Source: an optimization exercise on an open RTL-to-GDS flow (aim: small area). Production flows keep margins and buffers that such runs may drop. The RTL was checked by simulation tests, not by an equivalence proof against the original design. Power figures rest on the tool's default switching activity, not on a simulated workload.

### flow/design.v
module pxc_decoder (
    input             clk,
    input             rst,
    input             start,
    input      [3:0]  op,
    input      [4:0]  fmt,
    input      [10:0] width,
    input      [10:0] height,
    input      [23:0] in_len,
    output            busy,
    output            done,
    output     [2:0]  sel_codec,
    output reg        sel_ov,
    output reg        sel_lr,
    output reg [1:0]  err,
    output reg [10:0] err_info,
    output reg        w_rsvd,
    output reg        w_dim,
    output reg        w_fmt,
    output reg        w_trunc,
    output reg        w_fallback,
    output reg [31:0] hdr,
    output            in_re,
    output     [21:0] in_addr,
    input      [31:0] in_rdata,
    output            pal_re,
    output     [7:0]  pal_raddr,
    input      [31:0] pal_rdata,
    output            pal_we,
    output     [7:0]  pal_waddr,
    output     [31:0] pal_wdata,
    output            out_we,
    output     [21:0] out_addr,
    output     [31:0] out_data
);
    localparam [4:0]
        S_IDLE   = 5'd0,
        S_FIN    = 5'd1,
        S_CHK    = 5'd2,     
        S_CHK2   = 5'd3,     
        S_HDR    = 5'd4,     
        S_MUL    = 5'd5,     
        S_DEC1   = 5'd6,     
        S_RINIT  = 5'd7,
        S_RA2    = 5'd8,     
        S_RC2    = 5'd9,     
        S_RA3    = 5'd10,    
        S_RC3    = 5'd11,    
        S_RA4    = 5'd12,    
        S_RC4    = 5'd13,    
        S_POST   = 5'd14,
        S_PLINIT = 5'd15,
        S_PLCHK  = 5'd16,    
        S_PRD    = 5'd17,    
        S_PWR    = 5'd18,    
        S_DINIT  = 5'd19,
        S_DADD   = 5'd20,    
        S_PX     = 5'd21,    
        S_CLO    = 5'd22,    
        S_R1     = 5'd23,    
        S_CHI    = 5'd24,    
        S_R2     = 5'd25,    
        S_IX     = 5'd26,    
        S_WR     = 5'd27,    
        S_END    = 5'd28,
        S_HR     = 5'd29,    
        S_HL     = 5'd30;    
    reg [4:0]  state;
    reg [3:0]  op_r;
    reg [4:0]  fmt_r;
    reg [10:0] w_r, h_r;
    reg [23:0] len_r;
    reg [22:0] c;         
    reg [26:0] P;         
    reg        pres_r;    
    reg [2:0]  codec;
    wire is10    = (op_r == 4'd10);
    wire op_ill  = op_r[3] & (op_r[2] | (op_r[1] & op_r[0]));           
    wire indexed = ~codec[2] ? (codec[1] | codec[0]) : ~(codec[1] | codec[0]);
    wire pal     = op_r[3] & (op_r[1] | op_r[0]) & indexed;             
    wire h_zero  = (h_r == 11'd0);
    wire f_idx   = ~fmt_r[4] & ((fmt_r[3:0] == 4'd7) | (fmt_r[3] & ~fmt_r[2] & ~(fmt_r[1] & fmt_r[0])));
    wire [10:0] h_dec;
    wire [11:0] h_bw;
    assign h_bw[0] = 1'b1;
    genvar gi;
    generate for (gi = 0; gi < 11; gi = gi + 1) begin : g_hdec
        assign h_dec[gi]   = h_r[gi] ^ h_bw[gi];
        assign h_bw[gi+1]  = h_bw[gi] & ~h_r[gi];
    end endgenerate
    reg [4:0] bpp_m1;
    reg [7:0] k_m1;
    always @(*) begin
        case (codec)
            3'd1:    begin bpp_m1 = 5'd0;  k_m1 = 8'd1;   end
            3'd2:    begin bpp_m1 = 5'd1;  k_m1 = 8'd3;   end
            3'd3:    begin bpp_m1 = 5'd3;  k_m1 = 8'd15;  end
            3'd4:    begin bpp_m1 = 5'd7;  k_m1 = 8'd255; end
            3'd5:    begin bpp_m1 = 5'd15; k_m1 = 8'd0;   end
            3'd6:    begin bpp_m1 = 5'd23; k_m1 = 8'd0;   end
            default: begin bpp_m1 = 5'd31; k_m1 = 8'd0;   end
        endcase
    end
    reg k_use;
    always @(*) begin
        case (state)
            S_PLINIT: k_use = 1'b1;
            S_DINIT:  k_use = pal;
            default:  k_use = 1'b0;
        endcase
    end
    reg [8:0] kv_lo;
    always @(*) begin
        if (!k_use)     kv_lo = is10 ? 9'd0 : 9'h1FF;
        else if (is10)  kv_lo = {1'b0, k_m1} + 9'd1;
        else            kv_lo = {1'b0, k_m1};
    end
    wire [26:0] kload = {{13{~is10 & ~k_use}}, kv_lo, 5'b11111};
    reg [5:0] step;
    always @(*) begin
        case (state)
            S_PWR:   step = 6'd32;
            S_CLO:   step = 6'd8;
            S_CHI:   step = 6'd8;
            default: begin
                case (codec)
                    3'd1:    step = 6'd1;
                    3'd2:    step = 6'd2;
                    3'd3:    step = 6'd4;
                    3'd7:    step = 6'd32;
                    default: step = 6'd8;
                endcase
            end
        endcase
    end
    wire p_add_c = (state == S_RA2) || (state == S_RA3) || (state == S_RA4) || (state == S_DADD);
    wire p_load  = (state == S_CHK) || (state == S_RINIT) || (state == S_PLINIT) ||
                   (state == S_DINIT) || (state == S_END);
    wire p_step  = (state == S_PWR) || (state == S_CLO) || (state == S_CHI) || (state == S_WR);
    wire [26:0] p_a = p_load ? 27'd0 : P;
    wire [26:0] p_b = p_add_c ? {{4{c[22]}}, c} :
                      p_load  ? kload :
                      p_step  ? ~{21'd0, step} :
                                {~len_r, 3'b111};
    wire [13:0] p_cy;
    wire [26:0] p_sum;
    wire [13:0] p_e;                 
    assign p_cy[0] = ~p_load;
    assign p_e[3]  = 1'b1;
    generate for (gi = 0; gi < 13; gi = gi + 1) begin : g_plo
        assign p_cy[gi+1] = (p_a[gi] & p_b[gi]) | (p_a[gi] & p_cy[gi]) | (p_b[gi] & p_cy[gi]);
        assign p_sum[gi]  = ((p_a[gi] | p_b[gi] | p_cy[gi]) & ~p_cy[gi+1]) | (p_a[gi] & p_b[gi] & p_cy[gi]);
        if (gi >= 3) begin : g_e
            assign p_e[gi+1] = p_e[gi] & p_sum[gi];
        end
    end endgenerate
    wire [14:0] q0_cy, q1_cy;
    wire [13:0] q0_sum, q1_sum;
    wire [14:0] q0_e, q1_e;
    assign q0_cy[0] = 1'b0;
    assign q1_cy[0] = 1'b1;
    assign q0_e[0]  = 1'b1;
    assign q1_e[0]  = 1'b1;
    generate for (gi = 0; gi < 14; gi = gi + 1) begin : g_phi
        wire a = p_a[gi+13];
        wire b = p_b[gi+13];
        assign q0_cy[gi+1] = (a & b) | (a & q0_cy[gi]) | (b & q0_cy[gi]);
        assign q0_sum[gi]  = ((a | b | q0_cy[gi]) & ~q0_cy[gi+1]) | (a & b & q0_cy[gi]);
        assign q0_e[gi+1]  = q0_e[gi] & q0_sum[gi];
        assign q1_cy[gi+1] = (a & b) | (a & q1_cy[gi]) | (b & q1_cy[gi]);
        assign q1_sum[gi]  = ((a | b | q1_cy[gi]) & ~q1_cy[gi+1]) | (a & b & q1_cy[gi]);
        assign q1_e[gi+1]  = q1_e[gi] & q1_sum[gi];
    end endgenerate
    assign p_sum[26:13] = p_cy[13] ? q1_sum : q0_sum;
    wire p_cout = p_cy[13] ? q1_cy[14] : q0_cy[14];
    wire pres = ~p_cout;                                     
    wire eq   = p_e[13] & (p_cy[13] ? q1_e[14] : q0_e[14]);  
    wire        mul = (state == S_MUL);
    wire [10:0] c_b = w_r | {11{~mul}};
    wire [11:0] c_cy;
    wire [22:0] c_sum;
    assign c_cy[0] = 1'b0;
    generate for (gi = 0; gi < 11; gi = gi + 1) begin : g_cadd
        assign c_cy[gi+1] = (c[gi] & c_b[gi]) | (c[gi] & c_cy[gi]) | (c_b[gi] & c_cy[gi]);
        assign c_sum[gi]  = ((c[gi] | c_b[gi] | c_cy[gi]) & ~c_cy[gi+1]) | (c[gi] & c_b[gi] & c_cy[gi]);
    end endgenerate
    wire [12:0] c_t;
    assign c_t[0] = mul ? c_cy[11] : ~c_cy[11];
    generate for (gi = 0; gi < 12; gi = gi + 1) begin : g_cinc
        assign c_sum[gi+11] = c[gi+11] ^ c_t[gi];
        assign c_t[gi+1]    = c_t[gi] & (c[gi+11] ^ ~mul);
    end endgenerate
    reg [7:0] bs;
    always @(*) begin
        case (P[4:3])
            2'd0:    bs = in_rdata[7:0];
            2'd1:    bs = in_rdata[15:8];
            2'd2:    bs = in_rdata[23:16];
            default: bs = in_rdata[31:24];
        endcase
    end
    wire [7:0]  bsh = bs >> (~P[2:0]);
    reg  [7:0]  idx;
    always @(*) begin
        case (codec)
            3'd1:    idx = {7'd0, bsh[0]};
            3'd2:    idx = {6'd0, bsh[1:0]};
            3'd3:    idx = {4'd0, bsh[3:0]};
            default: idx = bsh;
        endcase
    end
    wire [15:0] H   = {fmt_r, w_r};
    wire [15:0] p16 = {H[15:8], bs};
    reg  [31:0] tc;
    always @(*) begin
        case (codec)
            3'd5:    tc = {8'hFF, p16[4:0], p16[4:2], p16[10:5], p16[10:9], p16[15:11], p16[15:13]};
            3'd6:    tc = {8'hFF, H[7:0], H[15:8], bs};
            default: tc = in_rdata;
        endcase
    end
    assign busy      = (state != S_IDLE) && (state != S_FIN);
    assign done      = (state == S_FIN);
    assign sel_codec = (err != 2'd0) ? 3'd0 : codec;
    always @(*) begin
        err_info = 11'd0;
        if (err[1]) err_info = {7'd0, op_r};
        else if (err[0]) begin
            case (codec)
                3'd0:    err_info = 11'd4;
                3'd1:    err_info = 11'd8;
                3'd2:    err_info = 11'd16;
                3'd3:    err_info = 11'd64;
                default: err_info = 11'd1024;
            endcase
        end
    end
    assign in_re     = (state == S_CHK2) || (state == S_PRD) || (state == S_PX) ||
                       (state == S_R1) || (state == S_R2) || (state == S_HR);
    assign in_addr   = P[26:5];
    assign pal_re    = (state == S_IX);
    assign pal_raddr = pres_r ? idx : 8'd0;
    assign pal_we    = (state == S_PWR);
    assign pal_waddr = h_r[7:0];
    assign pal_wdata = {in_rdata[31:24], in_rdata[7:0], in_rdata[15:8], in_rdata[23:16]};
    assign out_we    = (state == S_WR);
    assign out_addr  = c[21:0];
    assign out_data  = indexed ? pal_rdata : (pres_r ? tc : 32'd0);
    always @(posedge clk) begin
        if (p_add_c || p_load || p_step)
            P <= p_sum;
    end
    always @(posedge clk) begin
        if (rst) begin
            state      <= S_IDLE;
            codec      <= 3'd0;
            sel_ov     <= 1'b0;
            sel_lr     <= 1'b0;
            err        <= 2'd0;
            w_rsvd     <= 1'b0;
            w_dim      <= 1'b0;
            w_fmt      <= 1'b0;
            w_trunc    <= 1'b0;
            w_fallback <= 1'b0;
            hdr        <= 32'd0;
        end else begin
            case (state)
                S_IDLE, S_FIN: begin
                    if (start) begin
                        op_r       <= op;
                        fmt_r      <= fmt;
                        w_r        <= width;
                        h_r        <= height;
                        len_r      <= in_len;
                        c          <= 23'd0;
                        codec      <= 3'd0;
                        sel_ov     <= 1'b0;
                        sel_lr     <= 1'b0;
                        err        <= 2'd0;
                        w_rsvd     <= 1'b0;
                        w_dim      <= 1'b0;
                        w_fmt      <= 1'b0;
                        w_trunc    <= 1'b0;
                        w_fallback <= 1'b0;
                        state      <= S_CHK;
                    end else begin
                        state      <= S_IDLE;
                    end
                end
                S_CHK: begin
                    if (op_ill) begin
                        err   <= 2'd2;
                        state <= S_FIN;
                    end else if (is10) begin
                        state <= S_CHK2;
                    end else begin
                        state <= S_MUL;
                    end
                end
                S_CHK2: begin
                    if (!pres) begin
                        err   <= 2'd1;
                        state <= S_FIN;
                    end else begin
                        state <= S_HDR;
                    end
                end
                S_HDR: begin
                    fmt_r  <= in_rdata[4:0];
                    w_r    <= in_rdata[20:10];
                    h_r    <= in_rdata[31:21];
                    w_rsvd <= (in_rdata[7:5] != 3'd0);
                    w_fmt  <= in_rdata[4] | (in_rdata[3] & (in_rdata[2] | (in_rdata[1] & in_rdata[0])));
                    state  <= S_MUL;
                end
                S_MUL: begin
                    if (h_zero) begin
                        state <= S_DEC1;
                    end else begin
                        c   <= c_sum;
                        h_r <= h_dec;
                    end
                end
                S_DEC1: begin
                    c     <= c_sum;
                    state <= S_RINIT;
                end
                S_RINIT: begin
                    w_dim <= is10 & c[22];
                    if (op_r[3] | (op_r[2:0] == 3'd0)) begin
                        h_r   <= 11'd15;
                        state <= S_RA2;
                    end else begin
                        codec <= op_r[2:0];
                        state <= S_DINIT;
                    end
                end
                S_RA2: begin
                    if (h_zero) state <= S_RC2;
                    else        h_r   <= h_dec;
                end
                S_RA3: begin
                    if (h_zero) state <= S_RC3;
                    else        h_r   <= h_dec;
                end
                S_RA4: begin
                    if (h_zero) state <= S_RC4;
                    else        h_r   <= h_dec;
                end
                S_RC2: begin
                    if (eq) begin
                        codec  <= 3'd5;
                        sel_ov <= op_r[3] & (fmt_r != 5'd4);
                        state  <= S_POST;
                    end else begin
                        h_r    <= 11'd7;
                        state  <= S_RA3;
                    end
                end
                S_RC3: begin
                    if (!op_r[3]) begin
                        codec      <= eq ? 3'd6 : 3'd5;
                        w_fallback <= !eq;
                        state      <= S_POST;
                    end else begin
                        w_fallback <= eq;        
                        h_r        <= 11'd7;
                        state      <= S_RA4;
                    end
                end
                S_RC4: begin
                    state <= S_POST;
                    if (eq) begin
                        codec      <= 3'd7;
                        sel_ov     <= (fmt_r != 5'd5);
                        w_fallback <= 1'b0;
                    end else if (f_idx) begin
                        codec      <= fmt_r[2:0] + 3'd2;
                        w_fallback <= 1'b0;
                    end else if (fmt_r == 5'd4) begin
                        codec      <= w_fallback ? 3'd6 : 3'd5;
                        w_fallback <= !w_fallback;
                    end else if (fmt_r == 5'd5) begin
                        codec      <= 3'd7;
                        w_fallback <= 1'b0;
                    end else begin
                        codec      <= 3'd5;
                        sel_lr     <= 1'b1;
                        w_fallback <= 1'b1;
                    end
                end
                S_POST: begin
                    if (op_r == 4'd8)   state <= S_FIN;
                    else if (pal)       state <= S_PLINIT;
                    else                state <= S_DINIT;
                end
                S_PLINIT: begin
                    h_r   <= {3'd0, k_m1};
                    state <= S_PLCHK;
                end
                S_PLCHK: begin
                    if (!pres) begin
                        err   <= 2'd1;
                        state <= S_FIN;
                    end else begin
                        state <= S_PRD;
                    end
                end
                S_PRD: state <= S_PWR;
                S_PWR: begin
                    if (h_zero) state <= S_DINIT;
                    else begin
                        h_r   <= h_dec;
                        state <= S_PRD;
                    end
                end
                S_DINIT: begin
                    h_r   <= {6'd0, bpp_m1};
                    state <= S_DADD;
                end
                S_DADD: begin
                    if (h_zero) state <= S_PX;
                    else        h_r   <= h_dec;
                end
                S_PX: begin
                    pres_r <= pres;
                    if (c[22]) begin
                        state <= S_END;
                    end else begin
                        if (!pres) w_trunc <= 1'b1;
                        if (indexed)                state <= S_IX;
                        else if (codec == 3'd6)     state <= S_CLO;
                        else if (codec == 3'd5)     state <= S_CHI;
                        else                        state <= S_WR;
                    end
                end
                S_CLO: begin
                    w_r[7:0] <= bs;
                    state    <= S_R1;
                end
                S_R1:  state <= S_CHI;
                S_CHI: begin
                    fmt_r    <= bs[7:3];
                    w_r[10:8] <= bs[2:0];
                    state    <= S_R2;
                end
                S_R2:  state <= S_WR;
                S_IX:  state <= S_WR;
                S_WR: begin
                    c     <= c_sum;
                    state <= S_PX;
                end
                S_END: state <= is10 ? S_HR : S_FIN;
                S_HR:  state <= S_HL;
                S_HL: begin
                    hdr   <= in_rdata;
                    state <= S_FIN;
                end
                default: state <= S_IDLE;
            endcase
        end
    end
endmodule
### flow/flow/run.sh
#!/bin/bash
# The standard layout (standard.sh: the standard synthesis and ORFS flow), with two
# changes to how the layout is built:
#  - global placement buffers every port with the smallest buffer, buf_1, instead of
#    the default choice; every input and output port still gets its own buffer;
#  - clock tree synthesis builds the tree from clkbuf_8 and adds no dummy loads.
# make's full output goes to make_finish.log here; each ORFS step keeps its own log
# under orfs/logs.
set -euo pipefail
bash standard.sh \
  "BUFFER_PORTS_ARGS=-buffer_cell sky130_fd_sc_hd__buf_1" \
  "CTS_ARGS=-sink_clustering_enable -repair_clock_nets -dont_use_dummy_load -buf_list sky130_fd_sc_hd__clkbuf_8" \
  finish > make_finish.log 2>&1
### flow/standard.sh
#!/bin/bash
# synth_recipe.tcl (not shown) runs the flow's synth.tcl, then flattens the netlist and writes it again
# the make line also repeats each setting of config.mk as NAME=value (left out here)
make -C /OpenROAD-flow-scripts/flow DESIGN_CONFIG=/design/flow/config.mk WORK_HOME=/design/flow/orfs CLKGATE_MAP_FILE= SYNTH_SCRIPT=/design/flow/synth_recipe.tcl "${@:-finish}"
### flow/config.mk
export PLATFORM = sky130hd
export DESIGN_NAME = pxc_decoder
export DESIGN_NICKNAME = pxc_decoder
export VERILOG_FILES = /design/flow/design.v
export SDC_FILE = /design/flow/constraint.sdc
export NUM_CORES = 4
export LEC_CHECK = 0
export ABC_AREA = 0
export CAP_MARGIN = 20
export CORE_MARGIN = 2
export CORE_UTILIZATION = 40
export SLEW_MARGIN = 20
### flow/constraint.sdc
create_clock -name core_clock -period 10.0 [get_ports {clk}]
set_input_delay 2.0000 -clock core_clock [delete_from_list [all_inputs] [get_ports {clk}]]
set_output_delay 2.0000 -clock core_clock [all_outputs]
set_load 0.01 [all_outputs]
==> results of run 1 <==
==> timing repair <==
action	in CTS	in global routing
resized for setup	1	5
setup endpoints to repair	6	14
hold endpoints to repair	0	0
==> sequential cells by signal, indices dropped and copies added (netlist names), 2 cells and up <==
register and flops:
w_r 11, len_r 24, err 2, hdr 32
op_r 4, codec 3, c 23, fmt_r 5
h_r 11, P 27, state 5
==> logic make-up after synthesis <==
family,share of synthesized area
AND/OR/NAND/NOR,0.197
AO/OA/AOI/OAI,0.193
buffers and inverters,0.106
flip-flops,0.352
adder cells (fa/ha/maj),0.0971
multiplexers,0.0388
XOR/XNOR,0.0163
other,0.000317
==> power by group <==
group / leakage [nW] / switching [mW] / total (mW) / internal, mW
clock network: 0.122 / 0.232 / 0.382 / 0.150
logic: 2.87 / 0.465 / 0.777 / 0.312
registers: 1.39 / 0.0710 / 0.857 / 0.786
==> cell type report <==
| class | count | share of cell area |
|---|---|---|
| timing repair buffer | 353 | 0.118 |
| tap | 384 | 0.0370 |
| multi-input combinational | 928 | 0.495 |
| clock buffer | 17 | 0.0180 |
| antenna | 1 | 0.000193 |
| sequential | 155 | 0.321 |
| inverter | 36 | 0.0104 |
==> cells in the mapped netlist (all sizes together), types with 21 or more instances <==
cell | n | area [µm²]
inv | 35 | 131
buf | 131 | 938
a22oi | 25 | 206
nor3 | 22 | 144
clkbuf | 48 | 180
o21ai | 88 | 440
a221oi | 21 | 184
nand3 | 25 | 130
edfxtp | 106 | 3180
nand2 | 193 | 729
fa | 48 | 961
dfxtp | 49 | 981
nor2 | 80 | 339
a21oi | 100 | 512
nor2b | 23 | 146
and2 | 38 | 238
==> stage by stage <==
stage	hold slack [ns]	util	std cells	setup slack, ns	power, mW
after floorplan	0.476	-	1298	0.493	1.41
after global placement	0.443	0.440	1855	0.232	1.62
after detailed placement	0.445	0.440	1855	0.0445	1.63
after CTS	0.457	0.448	1872	0.0734	2.01
after global routing	0.477	0.449	1873	0.0136	2.12
final	0.459	0.449	1874	0.326	2.02
==> worst max-delay path: cells and delay by family, from the launching register on <==
kind                       cells  cell delay (ns)
adders and majority gates     13             5.95
AOI/OAI and AO/OA              7             1.19
and+or+nand+nor                5             1.37
DFF                            1             0.40
buffers and inverters          3             0.47
==> per-layer routing <==
layer	up-vias	global-route usage	wire, µm
met3	74	0.0519	3860
met2	594	0.433	20400
li1	4950	-	-
met1	5406	0.398	19000
met4	0	0.0802	1040
met5	-	0	0
==> path summary, 6_finish.rpt <==
path / from / end / slack [ns] / cells after the start
worst max register to register: state[2] / h_r[6] / 0.33 / 28
worst max-delay path: state[2] / h_r[6] / 0.33 / 28
worst min register to register: hdr[26] / hdr[26] / 0.46 / 2
worst min-delay path: hdr[26] / hdr[26] / 0.46 / 2
==> run_results.csv, run 1 <==
group,metric,value,unit
timing,slew_violations,0,
clock_tree,clock_sinks,155,
synthesis,synth-seq-cells,155,
timing,worst_pin_slew,1.23,ns
die,io-pin-count,307,
timing,fin_crit,9.67,ns
grt,track_usage,0.279,
cells_and_area,drive_above_1_share,0.0960,
place,place_area,12700,µm²
die,die_h,176,µm
die,row_count,62,
synthesis,seq_area_frac_synth,0.352,
grt,gr-total-overflow,0,
critical_path,end_kind,"flip-flop",
synthesis,yosys_warnings,1,
synthesis,ys.flop_type,"edfxtp_1",
timing,fin_crit_sh,0.967,
critical_path,cp-start-kind,"flip-flop",
cells_and_area,fin_area,13000,µm²
timing,hold_violations,0,
timing,setup_viol,0,
cells_and_area,final_common_cell,"buf_1",
clock_tree,cts_buffers,17,
timing,rsz0062_at_grt,"false",
place,numPortBuffers,302,
routing,drt_iter0_markers,1153,
die,die_x,176,µm
critical_path,crit_slowest_cell,"fa_1",
run,drv_cap,0,
cells_and_area,num-nets-final,1676,
synthesis,avgSynthCellArea,9.13,µm²
status,status,"finished clean",
cells_and_area,fill_cells,2884,
routing,avgViaCountPerCell,5.88,
power_and_ir_drop,ir_worst_vdd,0.0000911,V
clock_tree,cts-hold-fix-buffers,0,
routing,num_vias,11000,
routing,wirelength,44300,µm
routing,ant_nets,0,
cells_and_area,area.growth.synth_to_final,9.88,%
cells_and_area,multi_input_area,6440,µm²
timing,fin_worst_skew,0.0350,ns
critical_path,path_common_cell,"fa_1",
synthesis,synth_cell_type_count,97,
hold_path,hold_class,"flip-flop to flip-flop",
cells_and_area,final_cell_mix,"buf_1 (301), nand2_1 (191), edfxtp_1 (106), a21oi_1 (96), nor2_1 (70)",
timing,max_freq,103,MHz
routing,drtPass1Iterations,6,
clock_tree,post-cts-setup-buffer-count,0,
power_and_ir_drop,powerDensity,155,nW/µm²
power_and_ir_drop,p_leak,4.38,nW
die,start_util,0.409,
clock_tree,htreeDepth,4,
grt,grt_pass1_wl,64800,µm
synthesis,synth-edff-count,106,
clock_tree,cts_buffer_depth,2,
synthesis,ys_async_sr_fraction,0,
routing,route.detailed.drc,0,
place,gp_congestion,0.936,
routing,wl_per_cell,23.6,µm
clock_tree,clkLatencyLatePin,0.49,ns
clock_tree,root_buffer,"clkbuf_8",
clock_tree,cts_tree,"built",
timing,fin_setup_tns,0,ns
grt,grt_max_degree,51,
grt,grt_antenna_before_repair,1,
critical_path,cp.arrival,9.89,ns
place,hpwl,33700,µm
critical_path,crit_required,10.22,ns
timing,relSlewSlack,0.175,
critical_path,cpPeakStageDelay,0.57,ns
grt,grt_pass1_vias,10400,
die,core-area,28900,µm²
synthesis,syn_area,11800,µm²
critical_path,worstSetupPathType,"flip-flop to flip-flop",
cells_and_area,final-seq-area,4170,µm²
die,fp.dieArea,31000,µm²
clock_tree,path_clk_slew,0.08,ns
synthesis,netlist_instances,1295,
critical_path,cp_max_fo,15,
==> inputs of run 2 (changes only) <==
--- a/flow/config.mk
+++ b/flow/config.mk
@@ -7,3 +7,3 @@
 export LEC_CHECK = 0
-export ABC_AREA = 0
+export ABC_AREA = 1
 export CAP_MARGIN = 20
==> run_results.csv, run 2 <==
group,metric,value,unit
timing,fin_crit,9.44,ns
power_and_ir_drop,totalPowerFinal,2.63,mW
die,io-pin-count,307,
hold_path,min-delay-start,"sel_lr",
place,hpwl,34500,µm
place,place_ws,0.141,ns
power_and_ir_drop,ir_worst_vdd,0.0000834,V
power_and_ir_drop,p_leak,5.49,nW
routing,drt_iter0_markers,1186,
cells_and_area,final_cells,2132,
clock_tree,cts_resized,0,
grt,grt_antenna_before_repair,0,
routing,route.detailed.drc,0,
power_and_ir_drop,power.share.switching,0.446,
cells_and_area,drive_above_1_share,0.0566,
die,start_util,0.404,
synthesis,ys_top_cells_by_count,"nand2_1 (367), nor2_1 (175), inv_1 (166)",
grt,grt_pass1_wl,64800,µm
routing,wirelength,43500,µm
critical_path,worstSetupPathType,"flip-flop to flip-flop",
clock_tree,cts_buffer_depth,2,
critical_path,cpPeakStageDelay,0.59,ns
clock_tree,cts_tree,"built",
timing,max_freq,106,MHz
critical_path,critPathBufInv,4,
timing,relSlewSlack,0.194,
grt,grt_pass1_vias,10700,
timing,fin_worst_skew,0.0296,ns
clock_tree,htreeDepth,4,
die,die_x,174,µm
synthesis,netlist_instances,1532,
cells_and_area,final_common_cell,"nand2_1",
grt,grtUsageMet1,0.405,
clock_tree,clkLatencyLatePin,0.47,ns
synthesis,yosysMostFrequentCell,"nand2_1",
cells_and_area,fin_area,12800,µm²
grt,gr-total-overflow,0,
critical_path,cp_top_family,"adder cells",
clock_tree,cts_buffers,17,
cells_and_area,reg.largest.list,"hdr (32), P (27), len_r (24)",
critical_path,r2r_cells,35,
cells_and_area,antenna_cells,0,
critical_path,reg2reg_from,"codec[1]",
timing,worst_pin_slew,1.20,ns
synthesis,synth-seq-cells,155,
power_and_ir_drop,power_frac_clock,0.140,
die,core-area,28500,µm²
clock_tree,cts-hold-fix-buffers,0,
power_and_ir_drop,powerDensity,206,nW/µm²
critical_path,path_common_cell,"fa_1",
die,row_count,62,
clock_tree,clock_sinks,155,
grt,track_usage,0.283,
grt,use_met3,0.0726,
cells_and_area,num-nets-final,1935,
die,fp.dieArea,30200,µm²
synthesis,synth_area_leaders,"edfxtp_1 (28%), nand2_1 (12%), dfxtp_1 (8.5%)",
routing,ant_nets,0,
hold_path,worstHoldPathCells,2,
synthesis,ys_async_sr_fraction,0,
synthesis,syn_area,11500,µm²
die,die_h,174,µm
place,gp_congestion,0.966,
clock_tree,root_buffer,"clkbuf_8",
status,status,"finished clean",
power_and_ir_drop,combPwrFrac,0.492,
place,place_inst,2115,
critical_path,crit_required,10.38,ns
timing,finalHoldWorstSlack,0.453,ns
power_and_ir_drop,seq_power_share,0.367,
synthesis,synth_cell_type_count,48,
critical_path,r2r-end,"codec[1]",
critical_path,cp.arrival,9.82,ns
grt,busiest_layer,"met2",
critical_path,end_kind,"flip-flop",
synthesis,avgSynthCellArea,7.53,µm²
synthesis,seq_area_frac_synth,0.361,
routing,avgViaCountPerCell,5.39,
timing,fin_setup_tns,0,ns
timing,setup_viol,0,
synthesis,yosys.area.top_type_share,0.276,
clock_tree,post-cts-setup-buffer-count,0,
critical_path,cp_max_fo,7,
hold_path,worstHoldEndpoint,"sel_lr",
cells_and_area,largest_reg_flops,32,
cells_and_area,final_util,0.448,
grt,grt_max_degree,40,
timing,timing.final.ws_setup,0.558,ns
synthesis,yosys_warnings,1,
synthesis,synth-edff-count,106,
timing,hold_violations,0,
cells_and_area,area.growth.synth_to_final,10.9,%
timing,slew_violations,0,
grt,use_met2,0.426,
place,numPortBuffers,302,
timing,rsz0062_at_grt,"false",
synthesis,yosysTopAreaCell,"edfxtp_1",
routing,wl_per_cell,20.4,µm
run,drv_cap,0,
place,place_area,12500,µm²
cells_and_area,final_cell_mix,"nand2_1 (367), buf_1 (302), nor2_1 (174), inv_1 (165), o21ai_0 (134)",
power_and_ir_drop,p_int,1.46,mW
critical_path,reg2reg_slack,0.56,ns
routing,num_vias,11500,
timing,fin_crit_sh,0.944,
synthesis,ys.flop_type,"edfxtp_1",
critical_path,crit_slowest_cell,"fa_1",
critical_path,cp-start-kind,"flip-flop",
hold_path,hold_class,"flip-flop to flip-flop",
cells_and_area,regMostFlops,"hdr",
clock_tree,path_clk_slew,0.08,ns
routing,drtPass1Iterations,7,
power_and_ir_drop,switching_power,1.17,mW
run 2: cell count changes after synthesis, moves of 17 or more:
cell      delta
o211ai_1    +20
and2_1      -37
a22oi_1     -21
nand3_1     +58
o21ai_0     +67
a21oi_1     -28
nor2b_1     -22
nand2_1    +176
nor2_1     +103
inv_1      +134
clkbuf_1    -17
run 2: layer usage:
layer,wire length (µm),vias up
met5,0,-
met4,950,0
met3,3900,57
met2,19200,559
met1,19500,5477
li1,-,5403
run 2: worst min-delay path: stages, from the launching register on:
cell	delay (ns)
dfxtp_1	0.31
inv_1	0.05
a21oi_1	0.05
run 2: logic make-up (layout without fill, tap and decap cells):
group,count (synthesis),in the layout,share of synthesized area
fa+ha+maj,63,63,0.0996
buf+inv,321,534,0.137
flops,155,155,0.361
simple gates,693,693,0.251
other cells,1,4,0.000325
compound gates,295,295,0.148
xor+xnor,3,3,0.00228
mux,1,1,0.000868
run 2: power by group through the flow:
stage / clock (mW) / combinational, mW / sequential, mW
finish: 0.369 / 1.29 / 0.966
global route: 0.398 / 1.45 / 0.981
CTS: 0.376 / 1.28 / 0.967
detailed placement: 0 / 1.28 / 0.979
global placement: 0 / 1.26 / 0.977
floorplan: 0 / 0.952 / 0.937
run 2: area by class of cell:
cell class              count  area [µm²]
fillers                  3054       15800
multi-input cells        1059        5840
flip-flops and latches    155        4160
repair buffers            336        1390
inverters                 181         679
well taps                 384         480
clock buffers              17         234
run 2: how the worst max path moves through the flow:
stage / endpoint / cells past startpoint / startpoint / slack, ns
3_3_place_gp: h_r[10] / 31 / codec[1] / 0.41
3_5_place_dp: h_r[10] / 31 / codec[1] / 0.14
4_1_cts: h_r[3] / 31 / codec[1] / 0.17
5_1_grt: codec[2] / 35 / codec[2] / 0.05
6_report: codec[1] / 35 / codec[1] / 0.56
2_1_floorplan: h_r[0] / 32 / codec[2] / 0.72
==> inputs of run 3 (changes only) <==
==> flow/run.sh (new file) <==
#!/bin/bash
# synth_recipe.tcl (not shown) runs the flow's synth.tcl, then flattens the netlist and writes it again
# the make line also repeats each setting of config.mk as NAME=value (left out here)
make -C /OpenROAD-flow-scripts/flow DESIGN_CONFIG=/design/flow/config.mk WORK_HOME=/design/flow/orfs CLKGATE_MAP_FILE= SYNTH_SCRIPT=/design/flow/synth_recipe.tcl finish
removed: flow/flow/run.sh
removed: flow/standard.sh
==> run_results.csv, run 3 <==
group,metric,value,unit
status,status,"finished clean",
routing,wirelength,46800,µm
grt,use_met2,0.461,
synthesis,ys.flop_type,"edfxtp_1",
synthesis,synth-adder-area-share,0.0996,
clock_tree,htreeDepth,4,
cells_and_area,num-nets-final,1935,
critical_path,r2r_cells,38,
clock_tree,clkLatencyLatePin,0.43,ns
cells_and_area,regMostFlops,"hdr",
synthesis,ys_top_cells_by_count,"nand2_1 (367), nor2_1 (175), inv_1 (166)",
power_and_ir_drop,ir_worst_vdd,0.000117,V
routing,drt_iter0_markers,1500,
timing,fin_setup_tns,0,ns
critical_path,cp.arrival,9.82,ns
synthesis,seq_area_frac_synth,0.361,
critical_path,critPathBufInv,5,
timing,fin_worst_skew,0.0135,ns
routing,avgViaCountPerCell,5.41,
grt,grt_pass1_wl,69400,µm
timing,slew_violations,0,
timing,relSlewSlack,0.334,
clock_tree,cts_buffer_depth,2,
cells_and_area,fin_area,15000,µm²
cells_and_area,drive_above_1_share,0.0658,
synthesis,synth-edff-count,106,
critical_path,end_kind,"flip-flop",
cells_and_area,final_cell_mix,"nand2_1 (367), clkdlybuf4s50_1 (302), nor2_1 (173), inv_1 (165), o21ai_0 (134)",
routing,route.detailed.drc,0,
grt,gr-total-overflow,0,
synthesis,netlist_instances,1532,
hold_path,min-delay-start,"sel_lr",
hold_path,hold_class,"flip-flop to flip-flop",
power_and_ir_drop,powerDensity,204,nW/µm²
synthesis,yosys.area.top_type_share,0.276,
timing,fin_crit,9.48,ns
grt,track_usage,0.305,
die,fp.dieArea,30200,µm²
synthesis,syn_area,11500,µm²
timing,fin_crit_sh,0.948,
critical_path,reg2reg_from,"codec[1]",
routing,wl_per_cell,21.8,µm
die,row_count,62,
clock_tree,clock_sinks,155,
synthesis,synth_top_family_by_area,"simple AND/OR/NAND/NOR gates",
critical_path,r2r-end,"codec[2]",
synthesis,synth_xor_area_frac,0.00228,
grt,grtUsageMet1,0.454,
synthesis,synth-seq-cells,155,
critical_path,crit_required,10.33,ns
hold_path,worstHoldPathCells,2,
cells_and_area,final_common_cell,"nand2_1",
die,die_h,174,µm
hold_path,worstHoldEndpoint,"sel_lr",
synthesis,yosys.area_share.simple,0.251,
routing,num_vias,11600,
die,die_x,174,µm
place,numPortBuffers,302,
grt,busiest_layer,"met2",
timing,hold_violations,0,
cells_and_area,antenna_cells,0,
synthesis,synth_cell_type_count,48,
synthesis,synth_compound_area_frac,0.148,
cells_and_area,largest_reg_flops,32,
cells_and_area,area.growth.synth_to_final,30.2,%
clock_tree,path_clk_slew,0.07,ns
synthesis,ys_async_sr_fraction,0,
place,place_area,14400,µm²
power_and_ir_drop,power_frac_clock,0.212,
critical_path,cpPeakStageDelay,0.58,ns
grt,grt_pass1_vias,10900,
power_and_ir_drop,p_leak,6.41,nW
place,hpwl,37100,µm
power_and_ir_drop,switching_power,1.29,mW
run,drv_cap,0,
die,start_util,0.404,
clock_tree,root_buffer,"clkbuf_16",
synthesis,yosysTopAreaCell,"edfxtp_1",
power_and_ir_drop,combPwrFrac,0.471,
timing,setup_viol,0,
critical_path,crit_slowest_cell,"fa_1",
clock_tree,cts_buffers,17,
critical_path,reg2reg_slack,0.52,ns
power_and_ir_drop,power.share.switching,0.420,
place,gp_congestion,0.967,
grt,use_met3,0.0526,
critical_path,cp_top_family,"adder cells",
synthesis,synthMuxAreaShare,0.000868,
die,core-area,28500,µm²
routing,ant_nets,0,
grt,grt_antenna_before_repair,0,
critical_path,cp_max_fo,8,
critical_path,cp-start-kind,"flip-flop",
cells_and_area,reg.largest.list,"hdr (32), P (27), len_r (24)",
synthesis,yosysMostFrequentCell,"nand2_1",
power_and_ir_drop,seq_power_share,0.317,
die,io-pin-count,307,
critical_path,path_common_cell,"fa_1",
clock_tree,cts_tree,"built",
timing,max_freq,105,MHz
timing,worst_pin_slew,0.993,ns
synthesis,avgSynthCellArea,7.53,µm²
power_and_ir_drop,p_int,1.78,mW
synthesis,synth_area_leaders,"edfxtp_1 (28%), nand2_1 (12%), dfxtp_1 (8.5%)",
critical_path,worstSetupPathType,"flip-flop to flip-flop",
grt,grt_max_degree,43,
timing,rsz0062_at_grt,"false",
synthesis,yosys_warnings,1,
routing,drtPass1Iterations,5,
-- run 3: cell counts after synthesis --
Identical to the previous run, type by type.
-- run 3: area by class of cell --
cell class	count	area, µm²
clock buffers	17	425
well taps	384	480
inverters	181	683
flip-flops and latches	155	4170
fillers	2839	13500
repair buffers	336	3280
clock inverters	15	130
multi-input cells	1059	5850
-- run 3: logic make-up (layout without fill, tap and decap cells) --
kind of cell / count (synthesis) / count (layout)
xor+xnor: 3 / 3
buf+inv: 321 / 549
other cells: 1 / 4
compound gates: 295 / 295
flops: 155 / 155
mux: 1 / 1
fa+ha+maj: 63 / 63
simple gates: 693 / 693
-- run 3: what timing repair did --
item                                    CTS  global route
hold buffers                              0             0
endpoints found under the setup margin    0            16
resized for setup                         0             7
buffers inserted                          0             3
-- run 3: worst reg2reg max path: cells and delay by family, from the launching register on --
kind	cells	cell delay, ns
AO/OA/AOI/OAI	3	0.39
adder cells (fa/ha/maj)	16	6.56
buffers and inverters	5	0.42
flip-flops	1	0.48
AND/OR/NAND/NOR	14	1.54
-- run 3: worst max path at each step --
stage | depth (start not counted) | slack [ns] | end | startpoint
finish | 38 | 0.52 | codec[2] | codec[1]
global route | 38 | 0.0006 | codec[0] | codec[1]
CTS | 31 | 0.09 | h_r[5] | codec[2]
detailed placement | 31 | 0.11 | h_r[9] | codec[2]
global placement | 31 | 0.34 | h_r[9] | codec[2]
floorplan | 32 | 0.72 | h_r[0] | codec[2]
-- run 3: through the flow --
| step | power (mW) | cells | setup slack [ns] | utilization | hold slack [ns] |
|---|---|---|---|---|---|
| final | 3.06 | 2147 | 0.519 | 0.526 | 0.456 |
| after CTS | 3.06 | 2144 | 0.0875 | 0.524 | 0.454 |
| after global placement | 2.41 | 2112 | 0.344 | 0.504 | 0.440 |
| after global routing | 3.27 | 2147 | 0.000627 | 0.526 | 0.493 |
| after detailed placement | 2.41 | 2112 | 0.108 | 0.504 | 0.444 |
| after floorplan | 1.89 | 1535 | 0.725 | - | 0.470 |
-- run 3: layer usage --
metal  share of wire  up-vias  wire (µm)
met5               0        -          0
met4           0.020        0        918
met3           0.074       62       3450
met2            0.44      551      20800
met1            0.46     5581      21600
li1                -     5430          -
-- run 3: power by group through the flow --
stage | combinational, mW | clock, mW | sequential, mW
after floorplan | 0.952 | 0 | 0.937
after global placement | 1.43 | 0 | 0.984
after detailed placement | 1.43 | 0 | 0.984
after CTS | 1.43 | 0.659 | 0.971
after global routing | 1.60 | 0.683 | 0.984
final | 1.44 | 0.648 | 0.971
==> inputs of run 4 (changes only) <==
==> flow/flow/run.sh (new file) <==
#!/bin/bash
# The standard layout (standard.sh: the standard synthesis and ORFS flow), with these
# changes to how the layout is built:
#  - global placement buffers every port with the smallest buffer, buf_1, instead of
#    the default choice; every input and output port still gets its own buffer;
#  - placement is not timing driven; the synthesis buffers are removed before it
#    (flow/pre_gpl.tcl), as timing-driven placement would do;
#  - clock tree synthesis builds the tree from clkbuf_8 and adds no dummy loads;
#  - after global routing, ORFS's power recovery downsizes gates on paths with slack.
# make's full output goes to make_finish.log here; each ORFS step keeps its own log
# under orfs/logs.
set -euo pipefail
here=$(pwd)
bash standard.sh \
  "BUFFER_PORTS_ARGS=-buffer_cell sky130_fd_sc_hd__buf_1" \
  "GPL_TIMING_DRIVEN=0" \
  "PRE_GLOBAL_PLACE_TCL=$here/flow/pre_gpl.tcl" \
  "CTS_ARGS=-sink_clustering_enable -repair_clock_nets -dont_use_dummy_load -buf_list sky130_fd_sc_hd__clkbuf_8" \
  "RECOVER_POWER=100" \
  finish > make_finish.log 2>&1
==> flow/flow/pre_gpl.tcl (new file) <==
# Before global placement: take out the buffers synthesis inserted (the standard flow
# does this only for timing-driven placement); ports are buffered right after this.
remove_buffers
==> flow/standard.sh (new file) <==
#!/bin/bash
# synth_recipe.tcl (not shown) runs the flow's synth.tcl, then flattens the netlist and writes it again
# the make line also repeats each setting of config.mk as NAME=value (left out here)
make -C /OpenROAD-flow-scripts/flow DESIGN_CONFIG=/design/flow/config.mk WORK_HOME=/design/flow/orfs CLKGATE_MAP_FILE= SYNTH_SCRIPT=/design/flow/synth_recipe.tcl "${@:-finish}"
removed: flow/run.sh
==> run_results.csv, run 4 <==
group,metric,value,unit
timing,hold_violations,0,
die,start_util,0.404,
cells_and_area,regMostFlops,"hdr",
synthesis,synthMuxAreaShare,0.000868,
routing,avgViaCountPerCell,5.45,
critical_path,cp-start-kind,"flip-flop",
synthesis,seq_area_frac_synth,0.361,
cells_and_area,final_common_cell,"nand2_1",
place,place_inst,2084,
clock_tree,cts_tree,"built",
status,violations,"max-capacitance violations, max-slew violations",
cells_and_area,final_cell_mix,"nand2_1 (363), buf_1 (278), nor2_1 (176), inv_1 (167), o21ai_0 (136)",
timing,relSlewSlack,-0.352,
timing,fin_worst_skew,0.0333,ns
critical_path,cpPeakStageDelay,0.58,ns
critical_path,end_kind,"flip-flop",
critical_path,crit_required,10.23,ns
synthesis,ys_top_cells_by_count,"nand2_1 (367), nor2_1 (175), inv_1 (166)",
timing,rsz0062_at_grt,"false",
clock_tree,cts_buffer_depth,2,
grt,grt_max_degree,43,
cells_and_area,multi_input_area,5850,µm²
timing,slew_violations,49,
synthesis,yosysMostFrequentCell,"nand2_1",
synthesis,synth_compound_area_frac,0.148,
place,gp_congestion,0.957,
critical_path,path_common_cell,"fa_1",
place,hpwl,33000,µm
routing,wl_per_cell,20.3,µm
status,status,"finished with violations",
grt,gr-total-overflow,0,
cells_and_area,final_cells,2108,
synthesis,yosys_warnings,1,
power_and_ir_drop,totalPowerFinal,2.61,mW
timing,max_freq,104,MHz
critical_path,cp_max_fo,11,
synthesis,synth_cell_type_count,48,
grt,grt_pass1_vias,10400,
synthesis,yosys.area.top_type_share,0.276,
hold_path,min-delay-start,"sel_lr",
timing,finalHoldWorstSlack,0.460,ns
routing,drt_iter0_markers,1352,
synthesis,yosys.area_share.simple,0.251,
synthesis,ys_async_sr_fraction,0,
synthesis,synth-edff-count,106,
timing,fin_crit,9.60,ns
timing,fin_crit_sh,0.960,
synthesis,synth_area_leaders,"edfxtp_1 (28%), nand2_1 (12%), dfxtp_1 (8.5%)",
timing,worst_pin_slew,2.01,ns
run,drv_cap,3,
die,io-pin-count,307,
clock_tree,htreeDepth,4,
synthesis,synth_xor_area_frac,0.00228,
critical_path,startpoint,"codec[2]",
clock_tree,clock_sinks,155,
die,die_h,174,µm
clock_tree,clkLatencyLatePin,0.49,ns
grt,grt_antenna_before_repair,0,
grt,grt_pass1_wl,62600,µm
cells_and_area,largest_reg_flops,32,
place,numPortBuffers,302,
timing,setup_viol,0,
cells_and_area,reg.largest.list,"hdr (32), P (27), len_r (24)",
synthesis,avgSynthCellArea,7.53,µm²
die,core-area,28500,µm²
cells_and_area,final_util,0.443,
critical_path,worstSetupPathType,"flip-flop to flip-flop",
synthesis,synth_top_family_by_area,"simple AND/OR/NAND/NOR gates",
cells_and_area,antenna_cells,0,
synthesis,ys.flop_type,"edfxtp_1",
die,fp.dieArea,30200,µm²
synthesis,netlist_instances,1532,
clock_tree,path_clk_slew,0.10,ns
cells_and_area,fill_cells,3064,
routing,route.detailed.drc,0,
cells_and_area,drive_above_1_share,0.0441,
routing,wirelength,42800,µm
routing,drtPass1Iterations,5,
power_and_ir_drop,powerDensity,207,nW/µm²
routing,num_vias,11500,
routing,ant_nets,0,
power_and_ir_drop,ir_worst_vdd,0.0000898,V
die,die_x,174,µm
hold_path,hold_class,"flip-flop to flip-flop",
synthesis,yosysTopAreaCell,"edfxtp_1",
synthesis,syn_area,11500,µm²
cells_and_area,area.growth.synth_to_final,9.64,%
critical_path,reg2reg_from,"codec[2]",
synthesis,synth-seq-cells,155,
cells_and_area,num-nets-final,1911,
critical_path,cp.arrival,9.83,ns
synthesis,synth-adder-area-share,0.0996,
power_and_ir_drop,p_leak,5.36,nW
clock_tree,cts_buffers,17,
cells_and_area,final-seq-area,4170,µm²
grt,track_usage,0.275,
clock_tree,root_buffer,"clkbuf_8",
critical_path,crit_slowest_cell,"fa_1",
die,row_count,62,
run 4: cell counts after synthesis:
No cell type changed its count.
run 4: worst paths after layout:
check                           slack, ns  depth (start not counted)      to
worst max-delay path                 0.40                         33  h_r[3]
worst min-delay path                 0.46                          2  sel_lr
worst max register to register       0.40                         33  h_r[3]
worst min register to register       0.46                          2  sel_lr
run 4: cell type report:
cell class                      count  area share
Multi-Input combinational cell   1060       0.463
Sequential cell                   155       0.330
Timing Repair Buffer              311      0.0966
Inverter                          181      0.0538
Tap cell                          384      0.0380
Clock buffer                       17      0.0185
run 4: repair_timing:
action	CTS	global route
hold buffers	0	0
gates resized for setup	10	15
pin swaps	1	3
endpoints found under the setup margin	24	20
buffers inserted	3	3
cloned	0	1
run 4: worst max-delay path: cells and delay by family (launching register included):
kind / cells / cell delay (ns)
AOI/OAI and AO/OA: 5 / 0.80
adders and majority gates: 15 / 6.47
buffers and inverters: 4 / 0.56
DFF: 1 / 0.41
and+or+nand+nor: 9 / 1.12
run 4: cell families (layout without fill, tap and decap cells):
group | count (synthesis) | in the layout
AOI/OAI and AO/OA | 295 | 295
xor gates and xnor gates | 3 | 3
and+or+nand+nor | 693 | 694
adders and majority gates | 63 | 63
buffers and inverters | 321 | 509
other | 1 | 4
muxes | 1 | 1
DFF | 155 | 155
run 4: per-stage QoR:
stage                     TNS [ns]  cell area (µm²)  setup slack (ns)
final                            0            12600             0.399
after global routing             0            12600            0.0197
after CTS                        0            12700             0.111
after detailed placement    -21.40            12300             -1.19
after global placement      -29.49            12300             -1.71
after floorplan                  0            11500             0.725
run 4: per-layer routing:
layer / GRT usage / part of all wire / up-vias
li1: - / - / 5357
met1: 0.405 / 0.45 / 5485
met2: 0.422 / 0.45 / 596
met3: 0.0417 / 0.083 / 54
met4: 0.0693 / 0.019 / 0
met5: 0 / 0 / -
run 4: power by group:
group	leakage [nW]	switching, mW	internal [mW]
Combinational	3.85	0.850	0.424
Sequential	1.39	0.0921	0.871
Clock	0.122	0.225	0.150
==> inputs of run 5 (changes only) <==
--- a/flow/flow/run.sh
+++ b/flow/flow/run.sh
@@ -8,3 +8,2 @@
 #  - clock tree synthesis builds the tree from clkbuf_8 and adds no dummy loads;
-#  - after global routing, ORFS's power recovery downsizes gates on paths with slack.
 # make's full output goes to make_finish.log here; each ORFS step keeps its own log
@@ -18,3 +17,2 @@
   "CTS_ARGS=-sink_clustering_enable -repair_clock_nets -dont_use_dummy_load -buf_list sky130_fd_sc_hd__clkbuf_8" \
-  "RECOVER_POWER=100" \
   finish > make_finish.log 2>&1
==> run_results.csv, run 5 <==
group,metric,value,unit
critical_path,crit_slowest_cell,"fa_1",
synthesis,syn_area,11500,µm²
routing,drtPass1Iterations,5,
power_and_ir_drop,totalPowerFinal,2.62,mW
synthesis,synth_xor_area_frac,0.00228,
clock_tree,path_clk_slew,0.10,ns
routing,wl_per_cell,20.3,µm
cells_and_area,regMostFlops,"hdr",
power_and_ir_drop,seq_power_share,0.367,
timing,fin_worst_skew,0.0343,ns
grt,track_usage,0.275,
routing,route.detailed.drc,0,
hold_path,worstHoldPathCells,2,
synthesis,ys.flop_type,"edfxtp_1",
synthesis,avgSynthCellArea,7.53,µm²
place,gp_congestion,0.957,
timing,fin_crit_sh,0.955,
die,die_x,174,µm
power_and_ir_drop,power.share.switching,0.446,
critical_path,r2r_cells,33,
timing,setup_viol,0,
timing,worst_pin_slew,1.12,ns
die,start_util,0.404,
power_and_ir_drop,p_leak,5.39,nW
clock_tree,cts_tree,"built",
routing,num_vias,11500,
grt,grt_pass1_wl,62600,µm
grt,grt_max_degree,43,
timing,finalHoldWorstSlack,0.461,ns
power_and_ir_drop,power_frac_clock,0.143,
synthesis,synth_top_family_by_area,"simple AND/OR/NAND/NOR gates",
clock_tree,cts_buffers,17,
run,drv_cap,0,
synthesis,yosys_warnings,1,
critical_path,cp-start-kind,"flip-flop",
cells_and_area,fill_cells,3048,
synthesis,yosysMostFrequentCell,"nand2_1",
cells_and_area,final_common_cell,"nand2_1",
timing,hold_violations,0,
timing,fin_crit,9.55,ns
synthesis,netlist_instances,1532,
routing,drt_iter0_markers,1433,
timing,rsz0062_at_grt,"false",
critical_path,cpPeakStageDelay,0.58,ns
routing,wirelength,42700,µm
cells_and_area,area.growth.synth_to_final,10.6,%
clock_tree,root_buffer,"clkbuf_8",
die,fp.dieArea,30200,µm²
hold_path,hold_class,"flip-flop to flip-flop",
cells_and_area,fin_area,12700,µm²
synthesis,synth_cell_type_count,48,
synthesis,yosys.area.top_type_share,0.276,
timing,timing.final.ws_setup,0.449,ns
place,place_area,12300,µm²
critical_path,path_common_cell,"fa_1",
synthesis,synth-seq-cells,155,
synthesis,ys_async_sr_fraction,0,
power_and_ir_drop,switching_power,1.17,mW
synthesis,synth_compound_area_frac,0.148,
die,die_h,174,µm
grt,grt_pass1_vias,10400,
clock_tree,htreeDepth,4,
die,core-area,28500,µm²
place,hpwl,33000,µm
die,row_count,62,
synthesis,yosysTopAreaCell,"edfxtp_1",
synthesis,seq_area_frac_synth,0.361,
cells_and_area,num-nets-final,1911,
clock_tree,clkLatencyLatePin,0.49,ns
critical_path,end_kind,"flip-flop",
power_and_ir_drop,ir_worst_vdd,0.0000898,V
timing,slew_violations,0,
critical_path,cp.arrival,9.78,ns
timing,relSlewSlack,0.249,
routing,ant_nets,0,
critical_path,worstSetupPathType,"flip-flop to flip-flop",
power_and_ir_drop,p_int,1.45,mW
cells_and_area,final_cell_mix,"nand2_1 (362), buf_1 (302), nor2_1 (170), inv_1 (163), o21ai_0 (133)",
status,status,"finished clean",
critical_path,cp_max_fo,11,
synthesis,ys_top_cells_by_count,"nand2_1 (367), nor2_1 (175), inv_1 (166)",
synthesis,yosys.area_share.simple,0.251,
synthesis,synth-adder-area-share,0.0996,
cells_and_area,drive_above_1_share,0.0551,
place,numPortBuffers,302,
cells_and_area,antenna_cells,0,
place,place_ws,-1.19,ns
routing,avgViaCountPerCell,5.46,
cells_and_area,largest_reg_flops,32,
timing,max_freq,105,MHz
synthesis,synthMuxAreaShare,0.000868,
grt,gr-total-overflow,0,
die,io-pin-count,307,
clock_tree,clock_sinks,155,
clock_tree,cts_buffer_depth,2,
critical_path,crit_required,10.23,ns
power_and_ir_drop,combPwrFrac,0.490,
synthesis,synth_area_leaders,"edfxtp_1 (28%), nand2_1 (12%), dfxtp_1 (8.5%)",
power_and_ir_drop,powerDensity,206,nW/µm²
cells_and_area,reg.largest.list,"hdr (32), P (27), len_r (24)",
synthesis,synth-edff-count,106,
grt,grt_antenna_before_repair,0,
==> run 5: critical path: cells and delay by family (launching register included) <==
| kind | cells | cell delay, ns |
|---|---|---|
| AO/OA/AOI/OAI | 5 | 0.80 |
| AND/OR/NAND/NOR | 9 | 1.11 |
| buffers and inverters | 4 | 0.50 |
| flip-flops | 1 | 0.41 |
| adder cells (fa/ha/maj) | 15 | 6.46 |
==> run 5: power by group through the flow <==
| stage | Clock [mW] | Combinational, mW | Sequential (mW) |
|---|---|---|---|
| floorplan | 0 | 0.952 | 0.937 |
| global placement | 0 | 1.22 | 0.974 |
| detailed placement | 0 | 1.25 | 0.975 |
| CTS | 0.379 | 1.27 | 0.962 |
| global route | 0.400 | 1.43 | 0.976 |
| finish | 0.376 | 1.28 | 0.963 |
==> run 5: path summary, 6_finish.rpt <==
path              slack (ns)     start     end
setup / recovery        0.45  codec[2]  h_r[3]
hold / removal          0.46    sel_lr  sel_lr
setup reg to reg        0.45  codec[2]  h_r[3]
hold reg to reg         0.46    sel_lr  sel_lr
==> run 5: area by class of cell <==
| cell class | instances | area [µm²] | share of cell area |
|---|---|---|---|
| multi-input combinational | 1060 | 5930 | 0.465 |
| sequential | 155 | 4170 | 0.327 |
| timing repair buffer | 311 | 1250 | 0.0979 |
| inverter | 181 | 681 | 0.0534 |
| tap | 384 | 480 | 0.0377 |
| clock buffer | 17 | 234 | 0.0184 |
==> run 5: kinds of logic after synthesis <==
family          after synthesis
mux                           1
compound gates              295
buf+inv                     321
other cells                   1
simple gates                693
fa+ha+maj                    63
flops                       155
xor+xnor                      3
==> run 5: stage by stage <==
stage	utilization	instances	TNS (ns)
finish	0.447	2108	0
detailed placement	0.433	2084	-21.40
floorplan	-	1535	0
CTS	0.444	2104	0
global placement	0.429	2081	-29.49
global route	0.447	2108	0
==> run 5: metal layers <==
layer | global-route usage | vias up | part of all wire
li1 | - | 5364 | -
met1 | 0.405 | 5484 | 0.46
met2 | 0.422 | 598 | 0.45
met3 | 0.0417 | 55 | 0.079
met4 | 0.0693 | 0 | 0.018
met5 | 0 | - | 0
==> run 5: timing repair <==
item                       CTS  global route
setup buffers                3             3
setup endpoints to repair   24            20
gates resized for setup     10            15
hold buffers                 0             0
gates cloned                 0             1
pin swaps                    1             3
==> inputs of run 6 (changes only) <==
--- a/flow/design.v
+++ b/flow/design.v
@@ -42,3 +42,2 @@
         S_MUL    = 5'd5,     
-        S_DEC1   = 5'd6,     
         S_RINIT  = 5'd7,
@@ -274,3 +273,3 @@
                         len_r      <= in_len;
-                        c          <= 23'd0;
+                        c          <= 23'h7FFFFF;
                         codec      <= 3'd0;
@@ -317,3 +316,3 @@
                     if (h_zero) begin
-                        state <= S_DEC1;
+                        state <= S_RINIT;
                     end else begin
@@ -323,6 +322,2 @@
                 end
-                S_DEC1: begin
-                    c     <= c_sum;
-                    state <= S_RINIT;
-                end
                 S_RINIT: begin
==> run_results.csv, run 6 <==
group,metric,value,unit
status,status,"finished clean",
cells_and_area,drive_above_1_share,0.0664,
die,io-pin-count,307,
timing,setup_viol,0,
critical_path,end_kind,"flip-flop",
place,hpwl,32000,µm
routing,drt_iter0_markers,987,
routing,drtPass1Iterations,5,
die,core-area,27800,µm²
grt,gr-total-overflow,0,
synthesis,netlist_instances,1432,
cells_and_area,regMostFlops,"hdr",
grt,grt_antenna_before_repair,2,
cells_and_area,area.growth.synth_to_final,11.7,%
synthesis,synth-edff-count,106,
synthesis,synth_area_leaders,"edfxtp_1 (28%), nand2_1 (9.9%), dfxtp_1 (8.7%)",
routing,route.detailed.drc,0,
critical_path,worstSetupPathType,"flip-flop to flip-flop",
synthesis,ys.flop_type,"edfxtp_1",
cells_and_area,final_common_cell,"buf_1",
clock_tree,clkLatencyLatePin,0.48,ns
synthesis,synth_xor_area_frac,0.0124,
timing,slew_violations,0,
cells_and_area,num-nets-final,1813,
timing,max_freq,106,MHz
routing,wl_per_cell,20.8,µm
power_and_ir_drop,powerDensity,139,nW/µm²
clock_tree,path_clk_slew,0.09,ns
synthesis,yosys_warnings,1,
clock_tree,cts_buffers,17,
hold_path,hold_class,"flip-flop to flip-flop",
synthesis,synthMuxAreaShare,0.00177,
cells_and_area,fill_cells,2927,
synthesis,synth-adder-area-share,0.102,
critical_path,cp.arrival,9.65,ns
timing,fin_worst_skew,0.0446,ns
critical_path,r2r_cells,37,
critical_path,cp_top_family,"adder cells",
critical_path,cp_max_fo,11,
die,start_util,0.407,
hold_path,worstHoldEndpoint,"w_fmt",
synthesis,yosys.area_share.simple,0.216,
synthesis,avgSynthCellArea,7.90,µm²
die,row_count,61,
critical_path,cpPeakStageDelay,0.55,ns
clock_tree,root_buffer,"clkbuf_8",
grt,track_usage,0.279,
routing,ant_nets,0,
cells_and_area,largest_reg_flops,32,
power_and_ir_drop,ir_worst_vdd,0.0000736,V
critical_path,r2r-end,"h_r[10]",
critical_path,critPathBufInv,9,
place,numPortBuffers,302,
hold_path,min-delay-start,"w_fmt",
cells_and_area,reg.largest.list,"hdr (32), P (27), len_r (24)",
synthesis,seq_area_frac_synth,0.368,
critical_path,reg2reg_from,"codec[2]",
place,gp_congestion,0.961,
synthesis,ys_async_sr_fraction,0,
critical_path,startpoint,"codec[2]",
timing,rsz0062_at_grt,"false",
routing,num_vias,11000,
synthesis,ys_top_cells_by_count,"nand2_1 (298), inv_1 (183), nor2_1 (150)",
synthesis,syn_area,11300,µm²
synthesis,synth_cell_type_count,52,
routing,wirelength,41800,µm
critical_path,path_common_cell,"fa_1",
run,drv_cap,0,
power_and_ir_drop,p_leak,5.14,nW
routing,avgViaCountPerCell,5.48,
timing,fin_crit,9.41,ns
clock_tree,cts_buffer_depth,2,
grt,grt_max_degree,38,
synthesis,yosysTopAreaCell,"edfxtp_1",
critical_path,crit_slowest_cell,"fa_1",
synthesis,synth_top_family_by_area,"simple AND/OR/NAND/NOR gates",
grt,grt_pass1_wl,60900,µm
timing,fin_setup_tns,0,ns
critical_path,cp-start-kind,"flip-flop",
synthesis,yosys.area.top_type_share,0.281,
timing,timing.final.ws_setup,0.587,ns
clock_tree,cts-hold-fix-buffers,0,
timing,hold_violations,0,
timing,relSlewSlack,0.210,
place,place_ws,-1.26,ns
clock_tree,htreeDepth,4,
die,fp.dieArea,29600,µm²
clock_tree,cts_tree,"built",
timing,fin_crit_sh,0.941,
die,die_h,172,µm
synthesis,synth_compound_area_frac,0.156,
critical_path,crit_required,10.23,ns
hold_path,worstHoldPathCells,2,
critical_path,reg2reg_slack,0.59,ns
grt,grt_pass1_vias,10300,
clock_tree,clock_sinks,155,
timing,worst_pin_slew,1.17,ns
synthesis,yosysMostFrequentCell,"nand2_1",
die,die_x,172,µm
cells_and_area,final_cell_mix,"buf_1 (302), nand2_1 (289), inv_1 (177), nor2_1 (139), o21ai_0 (120)",
synthesis,synth-seq-cells,155,
run 6: logic make-up after synthesis:
| kind of cell | count (synthesis) |
|---|---|
| AOI/OAI and AO/OA | 285 |
| xor gates and xnor gates | 16 |
| adders and majority gates | 63 |
| buffers and inverters | 339 |
| DFF | 155 |
| muxes | 2 |
| other | 1 |
| and+or+nand+nor | 571 |
run 6: metal layers:
layer / global-route usage / share of wire
met1: 0.369 / 0.41
met2: 0.465 / 0.48
met3: 0.0467 / 0.076
met4: 0.0917 / 0.029
met5: 0 / 0
run 6: repair_timing:
action | in CTS | in global routing
resized for setup | 14 | 40
endpoints found under the setup margin | 19 | 19
buffers inserted | 4 | 6
pin swaps | 1 | 6
hold endpoints to repair | 0 | 0
run 6: worst register-to-register path, delay by kind of cell (launching register included):
kind            cells  cell delay, ns
simple gates        9            1.05
fa+ha+maj          15            6.29
compound gates      4            0.53
flops               1            0.41
buf+inv             9            0.92
run 6: power by group:
| part | total [mW] | internal, mW | switching (mW) | leakage (nW) |
|---|---|---|---|---|
| combinational | 0.584 | 0.199 | 0.385 | 3.70 |
| clock | 0.374 | 0.150 | 0.223 | 0.122 |
| sequential | 0.796 | 0.760 | 0.0356 | 1.31 |
| total | 1.75 | 1.11 | 0.644 | 5.14 |
run 6: worst max-delay path by stage:
stage                   end  cells past startpoint
finish              h_r[10]                     37
global route        h_r[10]                     42
CTS                 h_r[10]                     37
detailed placement   h_r[8]                     31
global placement     h_r[8]                     31
floorplan            h_r[0]                     36
run 6: cell type report:
type	count	area [µm²]	area share
multi-input cells	941	5700	0.451
flip-flops and latches	155	4180	0.331
repair buffers	315	1290	0.102
inverters	198	756	0.0598
well taps	378	473	0.0374
clock buffers	17	234	0.0185
diodes	2	5.00	0.000396
run 6: metrics by stage:
| step | utilization | instance area (µm²) | hold WS, ns | std cells | total power [mW] |
|---|---|---|---|---|---|
| floorplan | - | 11300 | 0.483 | 1435 | 1.21 |
| global placement | 0.433 | 12000 | 0.477 | 1974 | 1.36 |
| detailed placement | 0.437 | 12100 | 0.478 | 1977 | 1.37 |
| CTS | 0.449 | 12500 | 0.491 | 1998 | 1.74 |
| global route | 0.455 | 12600 | 0.507 | 2005 | 1.85 |
| finish | 0.455 | 12600 | 0.489 | 2006 | 1.75 |
==> inputs of run 7 (changes only) <==
--- a/flow/config.mk
+++ b/flow/config.mk
@@ -10,3 +10,3 @@
 export CORE_MARGIN = 2
-export CORE_UTILIZATION = 40
+export CORE_UTILIZATION = 75
 export SLEW_MARGIN = 20
==> run_results.csv, run 7 <==
group,metric,value,unit
routing,wl_per_cell,22.8,µm
status,status,"finished clean",
power_and_ir_drop,ir_worst_vdd,0.000136,V
place,place_inst,1785,
synthesis,avgSynthCellArea,7.90,µm²
grt,track_usage,0.501,
routing,avgViaCountPerCell,6.70,
clock_tree,root_buffer,"clkbuf_8",
critical_path,crit_required,10.24,ns
clock_tree,cts-hold-fix-buffers,0,
clock_tree,clock_sinks,155,
die,row_count,44,
clock_tree,clkLatencyLatePin,0.50,ns
grt,grt_max_degree,44,
timing,setup_viol,0,
synthesis,yosys_warnings,1,
die,start_util,0.773,
cells_and_area,drive_above_1_share,0.0645,
place,place_area,11900,µm²
synthesis,ys_top_cells_by_count,"nand2_1 (298), inv_1 (183), nor2_1 (150)",
routing,num_vias,12200,
synthesis,yosysTopAreaCell,"edfxtp_1",
cells_and_area,num-nets-final,1816,
critical_path,cpPeakStageDelay,0.57,ns
grt,grt_antenna_before_repair,1,
run,drv_cap,0,
routing,route.detailed.drc,0,
place,hpwl,30700,µm
grt,grt_pass1_wl,61200,µm
cells_and_area,final_common_cell,"buf_1",
die,core-area,14600,µm²
die,die_h,127,µm
clock_tree,cts_tree,"built",
critical_path,path_common_cell,"fa_1",
critical_path,end_kind,"flip-flop",
synthesis,synth_area_leaders,"edfxtp_1 (28%), nand2_1 (9.9%), dfxtp_1 (8.7%)",
power_and_ir_drop,powerDensity,146,nW/µm²
clock_tree,path_clk_slew,0.07,ns
synthesis,ys_async_sr_fraction,0,
routing,drt_iter0_markers,2472,
grt,gr-total-overflow,0,
grt,grt_pass1_vias,11300,
timing,fin_crit_sh,0.982,
synthesis,synth-seq-cells,155,
timing,slew_violations,0,
timing,fin_worst_skew,0.0363,ns
clock_tree,htreeDepth,4,
cells_and_area,fill_cells,872,
cells_and_area,regMostFlops,"hdr",
timing,hold_violations,0,
die,io-pin-count,307,
timing,max_freq,102,MHz
power_and_ir_drop,p_leak,5.13,nW
routing,wirelength,41500,µm
timing,fin_crit,9.82,ns
synthesis,seq_area_frac_synth,0.368,
timing,relSlewSlack,0.210,
clock_tree,cts_buffer_depth,2,
die,die_x,127,µm
synthesis,netlist_instances,1432,
cells_and_area,largest_reg_flops,32,
critical_path,crit_slowest_cell,"fa_1",
routing,drtPass1Iterations,15,
place,gp_congestion,1.04,
synthesis,syn_area,11300,µm²
critical_path,cp.arrival,10.05,ns
die,fp.dieArea,16100,µm²
critical_path,cp_max_fo,11,
routing,ant_nets,0,
synthesis,yosys.area.top_type_share,0.281,
critical_path,worstSetupPathType,"flip-flop to flip-flop",
timing,fin_setup_tns,0,ns
timing,worst_pin_slew,1.18,ns
hold_path,hold_class,"flip-flop to flip-flop",
synthesis,yosysMostFrequentCell,"nand2_1",
cells_and_area,final_cell_mix,"buf_1 (302), nand2_1 (291), inv_1 (177), nor2_1 (142), o21ai_0 (118)",
critical_path,cp-start-kind,"flip-flop",
timing,finalHoldWorstSlack,0.475,ns
cells_and_area,final_cells,1816,
power_and_ir_drop,totalPowerFinal,1.81,mW
cells_and_area,reg.largest.list,"hdr (32), P (27), len_r (24)",
synthesis,ys.flop_type,"edfxtp_1",
place,numPortBuffers,302,
synthesis,synth_cell_type_count,52,
synthesis,synth-edff-count,106,
clock_tree,cts_buffers,17,
cells_and_area,area.growth.synth_to_final,9.54,%
cells_and_area,fin_area,12400,µm²
[run 7: cell counts after synthesis]
Identical to the previous run, type by type.
[run 7: kinds of logic after synthesis]
| group | after synthesis | share of synthesized area |
|---|---|---|
| AOI/OAI and AO/OA | 285 | 0.156 |
| and+or+nand+nor | 571 | 0.216 |
| xor gates and xnor gates | 16 | 0.0124 |
| other | 1 | 0.000331 |
| buffers and inverters | 339 | 0.145 |
| muxes | 2 | 0.00177 |
| DFF | 155 | 0.368 |
| adders and majority gates | 63 | 0.102 |
[run 7: final cells by class]
class | instances | area, µm² | area share
clock buffers | 17 | 234 | 0.0189
repair buffers | 318 | 1320 | 0.106
flip-flops and latches | 155 | 4180 | 0.337
well taps | 184 | 230 | 0.0186
inverters | 198 | 757 | 0.0611
diodes | 3 | 7.51 | 0.000606
multi-input cells | 941 | 5670 | 0.457
[run 7: worst max-delay path, delay by kind of cell (launching register included)]
family	cells	cell delay (ns)
compound gates	4	0.71
buf+inv	6	0.76
flops	1	0.46
simple gates	11	1.26
fa+ha+maj	15	6.37
[run 7: final timing paths]
check	startpoint	end	slack, ns	cells past startpoint
worst max-delay path	codec[2]	h_r[3]	0.18	36
worst min register to register	w_rsvd	w_rsvd	0.47	2
worst min-delay path	w_rsvd	w_rsvd	0.47	2
worst max register to register	codec[2]	h_r[3]	0.18	36
[run 7: stage by stage]
step	worst slack (ns)	util
floorplan	0.448	-
global placement	-1.26	0.806
detailed placement	-1.15	0.814
CTS	0.0211	0.839
global route	-0.0228	0.846
finish	0.181	0.846
[run 7: repair_timing]
action / CTS / global route
gates resized for setup: 28 / 21
setup endpoints to repair: 21 / 20
pin swaps: 4 / 4
hold endpoints to repair: 0 / 0
buffers inserted: 5 / 5
[run 7: report_power, final]
part           switching, mW  internal, mW  leakage, nW  total, mW
logic                  0.435         0.209         3.69      0.644
clock network          0.225         0.150        0.122      0.375
registers             0.0349         0.761         1.31      0.796
total                  0.695          1.12         5.13       1.81
[run 7: layer usage]
layer  global-route usage  vias to the layer above  part of all wire
li1                     -                     5083                 -
met5                    0                        -                 0
met4                0.299                        0             0.082
met1                0.623                     5365              0.32
met3                0.175                      383              0.17
met2                0.760                     1342              0.43

Check on run 7: ideal ports give 0.181 ns setup slack; a clkbuf_16 on the clock port and buf_2 on the inputs give 0.181 ns; moving port delays by the midpoint clock arrival (0.518 ns) as well gives 0.181 ns.
